This is an optimization exercise on Yosys and OpenROAD, whose aim is small area and few clock cycles per item, not a production implementation.
RTL that was checked went through simulation tests only; none was proved equivalent to the original.

==> run a: inputs <==
==> flow/design.v <==
module rcb_md5 (
    input  wire         clk,
    input  wire         rst,      
    input  wire         start,    
    input  wire         chain,    
    input  wire [511:0] block,    
    output wire         ready,
    output reg          done,
    output wire [127:0] digest    
);
    localparam [127:0] IV = {32'h10325476, 32'h98badcfe, 32'hefcdab89, 32'h67452301};
    reg              busy;
    reg  [4:0]       cnt;
    reg  [511:0]     msg;
    reg  [31:0]      h0, h1, h2, h3;   
    reg  [31:0]      va, vb, vc, vd;   
    assign ready  = ~busy;
    assign digest = {h3, h2, h1, h0};
    wire         last  = (cnt == 5'd31);
    wire         fin   = busy & last;
    wire [5:0]   cnt_n = busy ? {1'b0, cnt} + 6'd1 : 6'd0;    
    wire [31:0]  ia = chain ? h0 : IV[31:0];
    wire [31:0]  ib = chain ? h1 : IV[63:32];
    wire [31:0]  ic = chain ? h2 : IV[95:64];
    wire [31:0]  id = chain ? h3 : IV[127:96];
    function [31:0] add3;       
        input [31:0] x, y, z;
        reg   [31:0] s, c;
        begin
            s = x ^ y ^ z;
            c = {(x[30:0] & y[30:0]) | (x[30:0] & z[30:0]) | (y[30:0] & z[30:0]), 1'b0};
            add3 = s + c;
        end
    endfunction
    wire [31:0] a0 = va, b0 = vb, c0 = vc, d0 = vd;
    reg  [31:0] p0;        
    reg  [3:0]  fsel0;     
    reg  [7:0]  rsel0;     
    reg  [3:0]  fseln0;
    reg  [7:0]  rseln0;
    reg  [31:0] wn0, kn0;
    always @(*) begin
        case (cnt_n)
            6'd0: begin wn0 = block[31:0]; kn0 = 32'hd76aa478; fseln0 = 4'd1; rseln0 = 8'd8; end
            6'd1: begin wn0 = msg[95:64]; kn0 = 32'h242070db; fseln0 = 4'd1; rseln0 = 8'd128; end
            6'd2: begin wn0 = msg[127:96]; kn0 = 32'hf57c0faf; fseln0 = 4'd1; rseln0 = 8'd8; end
            6'd3: begin wn0 = msg[351:320]; kn0 = 32'ha8304613; fseln0 = 4'd1; rseln0 = 8'd128; end
            6'd4: begin wn0 = msg[383:352]; kn0 = 32'h698098d8; fseln0 = 4'd1; rseln0 = 8'd8; end
            6'd5: begin wn0 = msg[95:64]; kn0 = 32'hffff5bb1; fseln0 = 4'd1; rseln0 = 8'd128; end
            6'd6: begin wn0 = msg[127:96]; kn0 = 32'h6b901122; fseln0 = 4'd1; rseln0 = 8'd8; end
            6'd7: begin wn0 = msg[351:320]; kn0 = 32'ha679438e; fseln0 = 4'd1; rseln0 = 8'd128; end
            6'd8: begin wn0 = msg[479:448]; kn0 = 32'hf61e2562; fseln0 = 4'd2; rseln0 = 8'd2; end
            6'd9: begin wn0 = msg[383:352]; kn0 = 32'h265e5a51; fseln0 = 4'd2; rseln0 = 8'd16; end
            6'd10: begin wn0 = msg[479:448]; kn0 = 32'hd62f105d; fseln0 = 4'd2; rseln0 = 8'd2; end
            6'd11: begin wn0 = msg[383:352]; kn0 = 32'hd8a1e681; fseln0 = 4'd2; rseln0 = 8'd16; end
            6'd12: begin wn0 = msg[479:448]; kn0 = 32'h21e1cde6; fseln0 = 4'd2; rseln0 = 8'd2; end
            6'd13: begin wn0 = msg[383:352]; kn0 = 32'hf4d50d87; fseln0 = 4'd2; rseln0 = 8'd16; end
            6'd14: begin wn0 = msg[479:448]; kn0 = 32'ha9e3e905; fseln0 = 4'd2; rseln0 = 8'd2; end
            6'd15: begin wn0 = msg[383:352]; kn0 = 32'h676f02d9; fseln0 = 4'd2; rseln0 = 8'd16; end
            6'd16: begin wn0 = msg[351:320]; kn0 = 32'hfffa3942; fseln0 = 4'd4; rseln0 = 8'd1; end
            6'd17: begin wn0 = msg[383:352]; kn0 = 32'h6d9d6122; fseln0 = 4'd4; rseln0 = 8'd64; end
            6'd18: begin wn0 = msg[95:64]; kn0 = 32'ha4beea44; fseln0 = 4'd4; rseln0 = 8'd1; end
            6'd19: begin wn0 = msg[127:96]; kn0 = 32'hf6bb4b60; fseln0 = 4'd4; rseln0 = 8'd64; end
            6'd20: begin wn0 = msg[351:320]; kn0 = 32'h289b7ec6; fseln0 = 4'd4; rseln0 = 8'd1; end
            6'd21: begin wn0 = msg[383:352]; kn0 = 32'hd4ef3085; fseln0 = 4'd4; rseln0 = 8'd64; end
            6'd22: begin wn0 = msg[95:64]; kn0 = 32'hd9d4d039; fseln0 = 4'd4; rseln0 = 8'd1; end
            6'd23: begin wn0 = msg[127:96]; kn0 = 32'h1fa27cf8; fseln0 = 4'd4; rseln0 = 8'd64; end
            6'd24: begin wn0 = msg[383:352]; kn0 = 32'hf4292244; fseln0 = 4'd8; rseln0 = 8'd4; end
            6'd25: begin wn0 = msg[479:448]; kn0 = 32'hab9423a7; fseln0 = 4'd8; rseln0 = 8'd32; end
            6'd26: begin wn0 = msg[383:352]; kn0 = 32'h655b59c3; fseln0 = 4'd8; rseln0 = 8'd4; end
            6'd27: begin wn0 = msg[479:448]; kn0 = 32'hffeff47d; fseln0 = 4'd8; rseln0 = 8'd32; end
            6'd28: begin wn0 = msg[383:352]; kn0 = 32'h6fa87e4f; fseln0 = 4'd8; rseln0 = 8'd4; end
            6'd29: begin wn0 = msg[479:448]; kn0 = 32'ha3014314; fseln0 = 4'd8; rseln0 = 8'd32; end
            6'd30: begin wn0 = msg[383:352]; kn0 = 32'hf7537e82; fseln0 = 4'd8; rseln0 = 8'd4; end
            6'd31: begin wn0 = msg[479:448]; kn0 = 32'h2ad7d2bb; fseln0 = 4'd8; rseln0 = 8'd32; end
            default: begin wn0 = h0; kn0 = 32'h0; fseln0 = 4'bx; rseln0 = 8'bx; end
        endcase
    end
    wire [31:0] pn0 = add3(busy ? c0 : ia, kn0, wn0);
    always @(posedge clk) begin
        p0    <= pn0;
        fsel0 <= fseln0;
        rsel0 <= rseln0;
    end
    wire [31:0] f0 = ({32{fsel0[0]}} & ((b0 & c0) | (~b0 & d0)))
                     | ({32{fsel0[1]}} & ((d0 & b0) | (~d0 & c0)))
                     | ({32{fsel0[2]}} & (b0 ^ c0 ^ d0))
                     | ({32{fsel0[3]}} & (c0 ^ (b0 | ~d0)));
    wire [31:0] x0 = f0 + p0;
    wire [31:0] r0 = ({32{rsel0[0]}} & {x0[27:0], x0[31:28]})
                     | ({32{rsel0[1]}} & {x0[26:0], x0[31:27]})
                     | ({32{rsel0[2]}} & {x0[25:0], x0[31:26]})
                     | ({32{rsel0[3]}} & {x0[24:0], x0[31:25]})
                     | ({32{rsel0[4]}} & {x0[17:0], x0[31:18]})
                     | ({32{rsel0[5]}} & {x0[16:0], x0[31:17]})
                     | ({32{rsel0[6]}} & {x0[15:0], x0[31:16]})
                     | ({32{rsel0[7]}} & {x0[14:0], x0[31:15]});
    wire [31:0] a1 = d0, c1 = b0, d1 = c0;
    wire [31:0] b1 = b0 + r0;
    reg  [31:0] p1;        
    reg  [3:0]  fsel1;     
    reg  [7:0]  rsel1;     
    reg  [3:0]  fseln1;
    reg  [7:0]  rseln1;
    reg  [31:0] wn1, kn1;
    always @(*) begin
        case (cnt_n)
            6'd0: begin wn1 = block[63:32]; kn1 = 32'he8c7b756; fseln1 = 4'd1; rseln1 = 8'd8; end
            6'd1: begin wn1 = msg[127:96]; kn1 = 32'hc1bdceee; fseln1 = 4'd1; rseln1 = 8'd64; end
            6'd2: begin wn1 = msg[479:448]; kn1 = 32'h4787c62a; fseln1 = 4'd1; rseln1 = 8'd8; end
            6'd3: begin wn1 = msg[127:96]; kn1 = 32'hfd469501; fseln1 = 4'd1; rseln1 = 8'd64; end
            6'd4: begin wn1 = msg[479:448]; kn1 = 32'h8b44f7af; fseln1 = 4'd1; rseln1 = 8'd8; end
            6'd5: begin wn1 = msg[127:96]; kn1 = 32'h895cd7be; fseln1 = 4'd1; rseln1 = 8'd64; end
            6'd6: begin wn1 = msg[479:448]; kn1 = 32'hfd987193; fseln1 = 4'd1; rseln1 = 8'd8; end
            6'd7: begin wn1 = msg[127:96]; kn1 = 32'h49b40821; fseln1 = 4'd1; rseln1 = 8'd64; end
            6'd8: begin wn1 = msg[447:416]; kn1 = 32'hc040b340; fseln1 = 4'd2; rseln1 = 8'd1; end
            6'd9: begin wn1 = msg[31:0]; kn1 = 32'he9b6c7aa; fseln1 = 4'd2; rseln1 = 8'd16; end
            6'd10: begin wn1 = msg[191:160]; kn1 = 32'h02441453; fseln1 = 4'd2; rseln1 = 8'd1; end
            6'd11: begin wn1 = msg[287:256]; kn1 = 32'he7d3fbc8; fseln1 = 4'd2; rseln1 = 8'd16; end
            6'd12: begin wn1 = msg[447:416]; kn1 = 32'hc33707d6; fseln1 = 4'd2; rseln1 = 8'd1; end
            6'd13: begin wn1 = msg[31:0]; kn1 = 32'h455a14ed; fseln1 = 4'd2; rseln1 = 8'd16; end
            6'd14: begin wn1 = msg[191:160]; kn1 = 32'hfcefa3f8; fseln1 = 4'd2; rseln1 = 8'd1; end
            6'd15: begin wn1 = msg[287:256]; kn1 = 32'h8d2a4c8a; fseln1 = 4'd2; rseln1 = 8'd16; end
            6'd16: begin wn1 = msg[127:96]; kn1 = 32'h8771f681; fseln1 = 4'd4; rseln1 = 8'd4; end
            6'd17: begin wn1 = msg[479:448]; kn1 = 32'hfde5380c; fseln1 = 4'd4; rseln1 = 8'd128; end
            6'd18: begin wn1 = msg[127:96]; kn1 = 32'h4bdecfa9; fseln1 = 4'd4; rseln1 = 8'd4; end
            6'd19: begin wn1 = msg[479:448]; kn1 = 32'hbebfbc70; fseln1 = 4'd4; rseln1 = 8'd128; end
            6'd20: begin wn1 = msg[127:96]; kn1 = 32'heaa127fa; fseln1 = 4'd4; rseln1 = 8'd4; end
            6'd21: begin wn1 = msg[479:448]; kn1 = 32'h04881d05; fseln1 = 4'd4; rseln1 = 8'd128; end
            6'd22: begin wn1 = msg[127:96]; kn1 = 32'he6db99e5; fseln1 = 4'd4; rseln1 = 8'd4; end
            6'd23: begin wn1 = msg[479:448]; kn1 = 32'hc4ac5665; fseln1 = 4'd4; rseln1 = 8'd128; end
            6'd24: begin wn1 = msg[31:0]; kn1 = 32'h432aff97; fseln1 = 4'd8; rseln1 = 8'd2; end
            6'd25: begin wn1 = msg[191:160]; kn1 = 32'hfc93a039; fseln1 = 4'd8; rseln1 = 8'd32; end
            6'd26: begin wn1 = msg[287:256]; kn1 = 32'h8f0ccc92; fseln1 = 4'd8; rseln1 = 8'd2; end
            6'd27: begin wn1 = msg[447:416]; kn1 = 32'h85845dd1; fseln1 = 4'd8; rseln1 = 8'd32; end
            6'd28: begin wn1 = msg[31:0]; kn1 = 32'hfe2ce6e0; fseln1 = 4'd8; rseln1 = 8'd2; end
            6'd29: begin wn1 = msg[191:160]; kn1 = 32'h4e0811a1; fseln1 = 4'd8; rseln1 = 8'd32; end
            6'd30: begin wn1 = msg[287:256]; kn1 = 32'hbd3af235; fseln1 = 4'd8; rseln1 = 8'd2; end
            6'd31: begin wn1 = msg[447:416]; kn1 = 32'heb86d391; fseln1 = 4'd8; rseln1 = 8'd32; end
            default: begin wn1 = h3; kn1 = 32'h0; fseln1 = 4'bx; rseln1 = 8'bx; end
        endcase
    end
    wire [31:0] pn1 = add3(busy ? b0 : id, kn1, wn1);
    always @(posedge clk) begin
        p1    <= pn1;
        fsel1 <= fseln1;
        rsel1 <= rseln1;
    end
    wire [31:0] f1 = ({32{fsel1[0]}} & ((b1 & c1) | (~b1 & d1)))
                     | ({32{fsel1[1]}} & ((d1 & b1) | (~d1 & c1)))
                     | ({32{fsel1[2]}} & (b1 ^ c1 ^ d1))
                     | ({32{fsel1[3]}} & (c1 ^ (b1 | ~d1)));
    wire [31:0] x1 = f1 + p1;
    wire [31:0] r1 = ({32{rsel1[0]}} & {x1[22:0], x1[31:23]})
                     | ({32{rsel1[1]}} & {x1[21:0], x1[31:22]})
                     | ({32{rsel1[2]}} & {x1[20:0], x1[31:21]})
                     | ({32{rsel1[3]}} & {x1[19:0], x1[31:20]})
                     | ({32{rsel1[4]}} & {x1[11:0], x1[31:12]})
                     | ({32{rsel1[5]}} & {x1[10:0], x1[31:11]})
                     | ({32{rsel1[6]}} & {x1[9:0], x1[31:10]})
                     | ({32{rsel1[7]}} & {x1[8:0], x1[31:9]});
    wire [31:0] a2 = d1, c2 = b1, d2 = c1;
    wire [31:0] bb1 = fin ? b1 + h1 : b1;
    wire [31:0] b2 = bb1 + r1;
    wire [31:0] c_fin = h2 + b1;
    always @(posedge clk) begin
        msg <= busy ? {msg[287:256], msg[191:160], msg[95:64], msg[511:480], msg[415:384], msg[319:288], msg[223:192], msg[127:96], msg[31:0], msg[447:416], msg[351:320], msg[255:224], msg[159:128], msg[63:32], msg[479:448], msg[383:352]} : block;
        if (busy) begin
            va <= a2; vb <= b2; vc <= c2; vd <= d2;
        end else begin
            va <= ia; vb <= ib; vc <= ic; vd <= id;
        end
    end
    always @(posedge clk) begin
        if (rst) begin
            busy <= 1'b0;
            done <= 1'b0;
            cnt  <= 5'd0;
            h0 <= IV[31:0]; h1 <= IV[63:32]; h2 <= IV[95:64]; h3 <= IV[127:96];
        end else begin
            done <= fin;
            if (busy) begin
                cnt <= cnt_n[4:0];
                if (last) begin
                    busy <= 1'b0;
                    h0 <= pn0; h1 <= b2; h2 <= c_fin; h3 <= pn1;
                end
            end else if (start) begin
                busy <= 1'b1;
                cnt  <= 5'd0;
                if (!chain) begin
                    h0 <= IV[31:0]; h1 <= IV[63:32]; h2 <= IV[95:64]; h3 <= IV[127:96];
                end
            end
        end
    end
endmodule
==> flow/flow/run.sh <==
#!/bin/bash
# Own layout flow: the standard flow, unchanged synthesis, with the port
# buffers made of the smallest buffer cell (buf_1) instead of the default.
# Each step's full output goes to a log file of its own in this folder.
set -euo pipefail
export BUFFER_PORTS_ARGS="-buffer_cell sky130_fd_sc_hd__buf_1"
bash standard.sh synth > synth.log 2>&1
bash standard.sh finish > layout.log 2>&1
==> flow/standard.sh <==
#!/bin/bash
# synth_recipe.tcl (not shown) runs the flow's synth.tcl, then flattens the netlist and writes it again
# the make line also repeats each setting of config.mk as NAME=value (left out here)
make -C /OpenROAD-flow-scripts/flow DESIGN_CONFIG=/design/flow/config.mk WORK_HOME=/design/flow/orfs CLKGATE_MAP_FILE= SYNTH_SCRIPT=/design/flow/synth_recipe.tcl "${@:-finish}"
==> flow/config.mk <==
export PLATFORM = sky130hd
export DESIGN_NAME = rcb_md5
export DESIGN_NICKNAME = rcb_md5
export VERILOG_FILES = /design/flow/design.v
export SDC_FILE = /design/flow/constraint.sdc
export NUM_CORES = 4
export LEC_CHECK = 0
export CAP_MARGIN = 20
export CORE_MARGIN = 2
export CORE_UTILIZATION = 55
export CTS_BUF_LIST = sky130_fd_sc_hd__clkbuf_4 sky130_fd_sc_hd__clkbuf_8
export SLEW_MARGIN = 20
==> flow/constraint.sdc <==
create_clock -name core_clock -period 15.0 [get_ports {clk}]
set_input_delay 3.0000 -clock core_clock [delete_from_list [all_inputs] [get_ports {clk}]]
set_output_delay 3.0000 -clock core_clock [all_outputs]
set_load 0.01 [all_outputs]
==> run b (differences from run a) <==
--- a/flow/design.v
+++ b/flow/design.v
@@ -35,2 +35,3 @@
     wire [31:0] a0 = va, b0 = vb, c0 = vc, d0 = vd;
+    wire [511:0] msg_n = busy ? {msg[287:256], msg[191:160], msg[95:64], msg[511:480], msg[415:384], msg[319:288], msg[223:192], msg[127:96], msg[31:0], msg[447:416], msg[351:320], msg[255:224], msg[159:128], msg[63:32], msg[479:448], msg[383:352]} : block;
     reg  [31:0] p0;        
@@ -84,15 +85,18 @@
     end
-    wire [31:0] f0 = ({32{fsel0[0]}} & ((b0 & c0) | (~b0 & d0)))
-                     | ({32{fsel0[1]}} & ((d0 & b0) | (~d0 & c0)))
-                     | ({32{fsel0[2]}} & (b0 ^ c0 ^ d0))
-                     | ({32{fsel0[3]}} & (c0 ^ (b0 | ~d0)));
+    wire [31:0] t10 = ({32{fsel0[0]}} & (c0))
+                     | ({32{fsel0[1]}} & (c0 | d0))
+                     | ({32{fsel0[2]}} & (~(c0 ^ d0)))
+                     | ({32{fsel0[3]}} & (~c0));
+    wire [31:0] t00 = ({32{fsel0[0]}} & (d0))
+                     | ({32{fsel0[1]}} & (c0 & ~d0))
+                     | ({32{fsel0[2]}} & (c0 ^ d0))
+                     | ({32{fsel0[3]}} & (~(c0 ^ d0)));
+    wire [31:0] f0 = (b0 & t10) | (~b0 & t00);
     wire [31:0] x0 = f0 + p0;
-    wire [31:0] r0 = ({32{rsel0[0]}} & {x0[27:0], x0[31:28]})
-                     | ({32{rsel0[1]}} & {x0[26:0], x0[31:27]})
-                     | ({32{rsel0[2]}} & {x0[25:0], x0[31:26]})
-                     | ({32{rsel0[3]}} & {x0[24:0], x0[31:25]})
-                     | ({32{rsel0[4]}} & {x0[17:0], x0[31:18]})
-                     | ({32{rsel0[5]}} & {x0[16:0], x0[31:17]})
-                     | ({32{rsel0[6]}} & {x0[15:0], x0[31:16]})
-                     | ({32{rsel0[7]}} & {x0[14:0], x0[31:15]});
+    wire        rc0 = rsel0[4] | rsel0[5] | rsel0[6] | rsel0[7];
+    wire [31:0] y0 = rc0 ? {x0[17:0], x0[31:18]} : {x0[27:0], x0[31:28]};
+    wire [31:0] r0 = ({32{(rsel0[0] | rsel0[4])}} & y0)
+                     | ({32{(rsel0[1] | rsel0[5])}} & {y0[30:0], y0[31:31]})
+                     | ({32{(rsel0[2] | rsel0[6])}} & {y0[29:0], y0[31:30]})
+                     | ({32{(rsel0[3] | rsel0[7])}} & {y0[28:0], y0[31:29]});
     wire [31:0] a1 = d0, c1 = b0, d1 = c0;
@@ -148,21 +152,23 @@
     end
-    wire [31:0] f1 = ({32{fsel1[0]}} & ((b1 & c1) | (~b1 & d1)))
-                     | ({32{fsel1[1]}} & ((d1 & b1) | (~d1 & c1)))
-                     | ({32{fsel1[2]}} & (b1 ^ c1 ^ d1))
-                     | ({32{fsel1[3]}} & (c1 ^ (b1 | ~d1)));
+    wire [31:0] t11 = ({32{fsel1[0]}} & (c1))
+                     | ({32{fsel1[1]}} & (c1 | d1))
+                     | ({32{fsel1[2]}} & (~(c1 ^ d1)))
+                     | ({32{fsel1[3]}} & (~c1));
+    wire [31:0] t01 = ({32{fsel1[0]}} & (d1))
+                     | ({32{fsel1[1]}} & (c1 & ~d1))
+                     | ({32{fsel1[2]}} & (c1 ^ d1))
+                     | ({32{fsel1[3]}} & (~(c1 ^ d1)));
+    wire [31:0] f1 = (b1 & t11) | (~b1 & t01);
     wire [31:0] x1 = f1 + p1;
-    wire [31:0] r1 = ({32{rsel1[0]}} & {x1[22:0], x1[31:23]})
-                     | ({32{rsel1[1]}} & {x1[21:0], x1[31:22]})
-                     | ({32{rsel1[2]}} & {x1[20:0], x1[31:21]})
-                     | ({32{rsel1[3]}} & {x1[19:0], x1[31:20]})
-                     | ({32{rsel1[4]}} & {x1[11:0], x1[31:12]})
-                     | ({32{rsel1[5]}} & {x1[10:0], x1[31:11]})
-                     | ({32{rsel1[6]}} & {x1[9:0], x1[31:10]})
-                     | ({32{rsel1[7]}} & {x1[8:0], x1[31:9]});
+    wire        rc1 = rsel1[4] | rsel1[5] | rsel1[6] | rsel1[7];
+    wire [31:0] y1 = rc1 ? {x1[11:0], x1[31:12]} : {x1[22:0], x1[31:23]};
+    wire [31:0] r1 = ({32{(rsel1[0] | rsel1[4])}} & y1)
+                     | ({32{(rsel1[1] | rsel1[5])}} & {y1[30:0], y1[31:31]})
+                     | ({32{(rsel1[2] | rsel1[6])}} & {y1[29:0], y1[31:30]})
+                     | ({32{(rsel1[3] | rsel1[7])}} & {y1[28:0], y1[31:29]});
     wire [31:0] a2 = d1, c2 = b1, d2 = c1;
-    wire [31:0] bb1 = fin ? b1 + h1 : b1;
-    wire [31:0] b2 = bb1 + r1;
+    wire [31:0] b2 = add3(b1, r1, h1 & {32{fin}});
     wire [31:0] c_fin = h2 + b1;
     always @(posedge clk) begin
-        msg <= busy ? {msg[287:256], msg[191:160], msg[95:64], msg[511:480], msg[415:384], msg[319:288], msg[223:192], msg[127:96], msg[31:0], msg[447:416], msg[351:320], msg[255:224], msg[159:128], msg[63:32], msg[479:448], msg[383:352]} : block;
+        msg <= msg_n;
         if (busy) begin
- CORE_UTILIZATION: 55 -> 58
- CTS_BUF_LIST: sky130_fd_sc_hd__clkbuf_4 sky130_fd_sc_hd__clkbuf_8 -> sky130_fd_sc_hd__clkbuf_8
- CTS_CLUSTER_DIAMETER: unset -> 50
- CTS_CLUSTER_SIZE: unset -> 12
==> summary.txt <==
|  | run b | run a |
|---|---|---|
| Routing usage on met3 | 13.1% | 11.3% |
| Flop-to-flop setup slack | 670 ps | 650 ps |
| Seq/total area | 28.9% | 27.9% |
| Antenna violations before repair | 43 | 24 |
| Per-instance average area after synthesis | 8.81 µm² | 8.59 µm² |
| Min setup slack post-route | 674 ps | 646 ps |
| Relative max-transition margin | 13.6% | 19.0% |
| # placed instances | 7397 | 7624 |
| Worst-Skew Late Latency | 860 ps | 870 ps |
| Count of mapped cells out of synthesis | 5764 | 5988 |
| Global routing usage on met1 | 56.8% | 54.8% |
| Vias in the first global route | 48611 | 49244 |
| Multi-input combinational cell area | 31900 µm² | 32800 µm² |
| Global Route Usage Sum | 49.0% | 45.4% |
| Worst slack at placement | 1200 ps | 133 ps |
| Inverters, non-clock | 401 | 253 |
| Synthesized-area fraction occupied by xor and xnor cells | 3.53% | 6.37% |
| Yosys top cell area share | 32.3% | 31.9% |
| Count of inserted tapcells | 1155 | 1254 |
| Max Fanout on Critical Path | 62 | 19 |
| Die height | 300 µm | 310 µm |
| Status | timing/DRC/antenna clean | timing/DRC/antenna clean |
| Floorplan core area | 86800 µm² | 93000 µm² |
| Critical Path Max Stage Delay | 880 ps | 480 ps |
Testbench counts of run b, summed over its fixed seeds: cycles 45,944, blocks 1,392.
For run a, only the layout was checked, not whether the RTL still works.

what the ideal ports hide:
No port has a modelled driver above. Below, the same layouts with a new extraction and two added sets of constraints. Step 1, drivers: a clkbuf_16 drives clk and a buf_2 each remaining input, both assumed. Step 2 also shifts input and output timing later by t, the mid clock arrival at the registers, as if the neighbouring blocks saw the same clock. a / b / c = no drivers / after step 1 / after step 2; a / b = the first two.
| run | shift t [ns] | slack for setup (ns) | hold slack, ns | worst data-port slew with drivers (ns) | cell pins on the clock port's net |
|---|---|---|---|---|---|
| run a | 0.925 | 0.646 / 0.646 / 0.646 | 0.439 / 0.439 / 0.439 | 0.18 | 1 |
| run b | 0.877 | 0.674 / 0.674 / 0.674 | 0.448 / 0.448 / 0.448 | 0.26 | 1 |
After both steps every run listed still meets setup and hold.
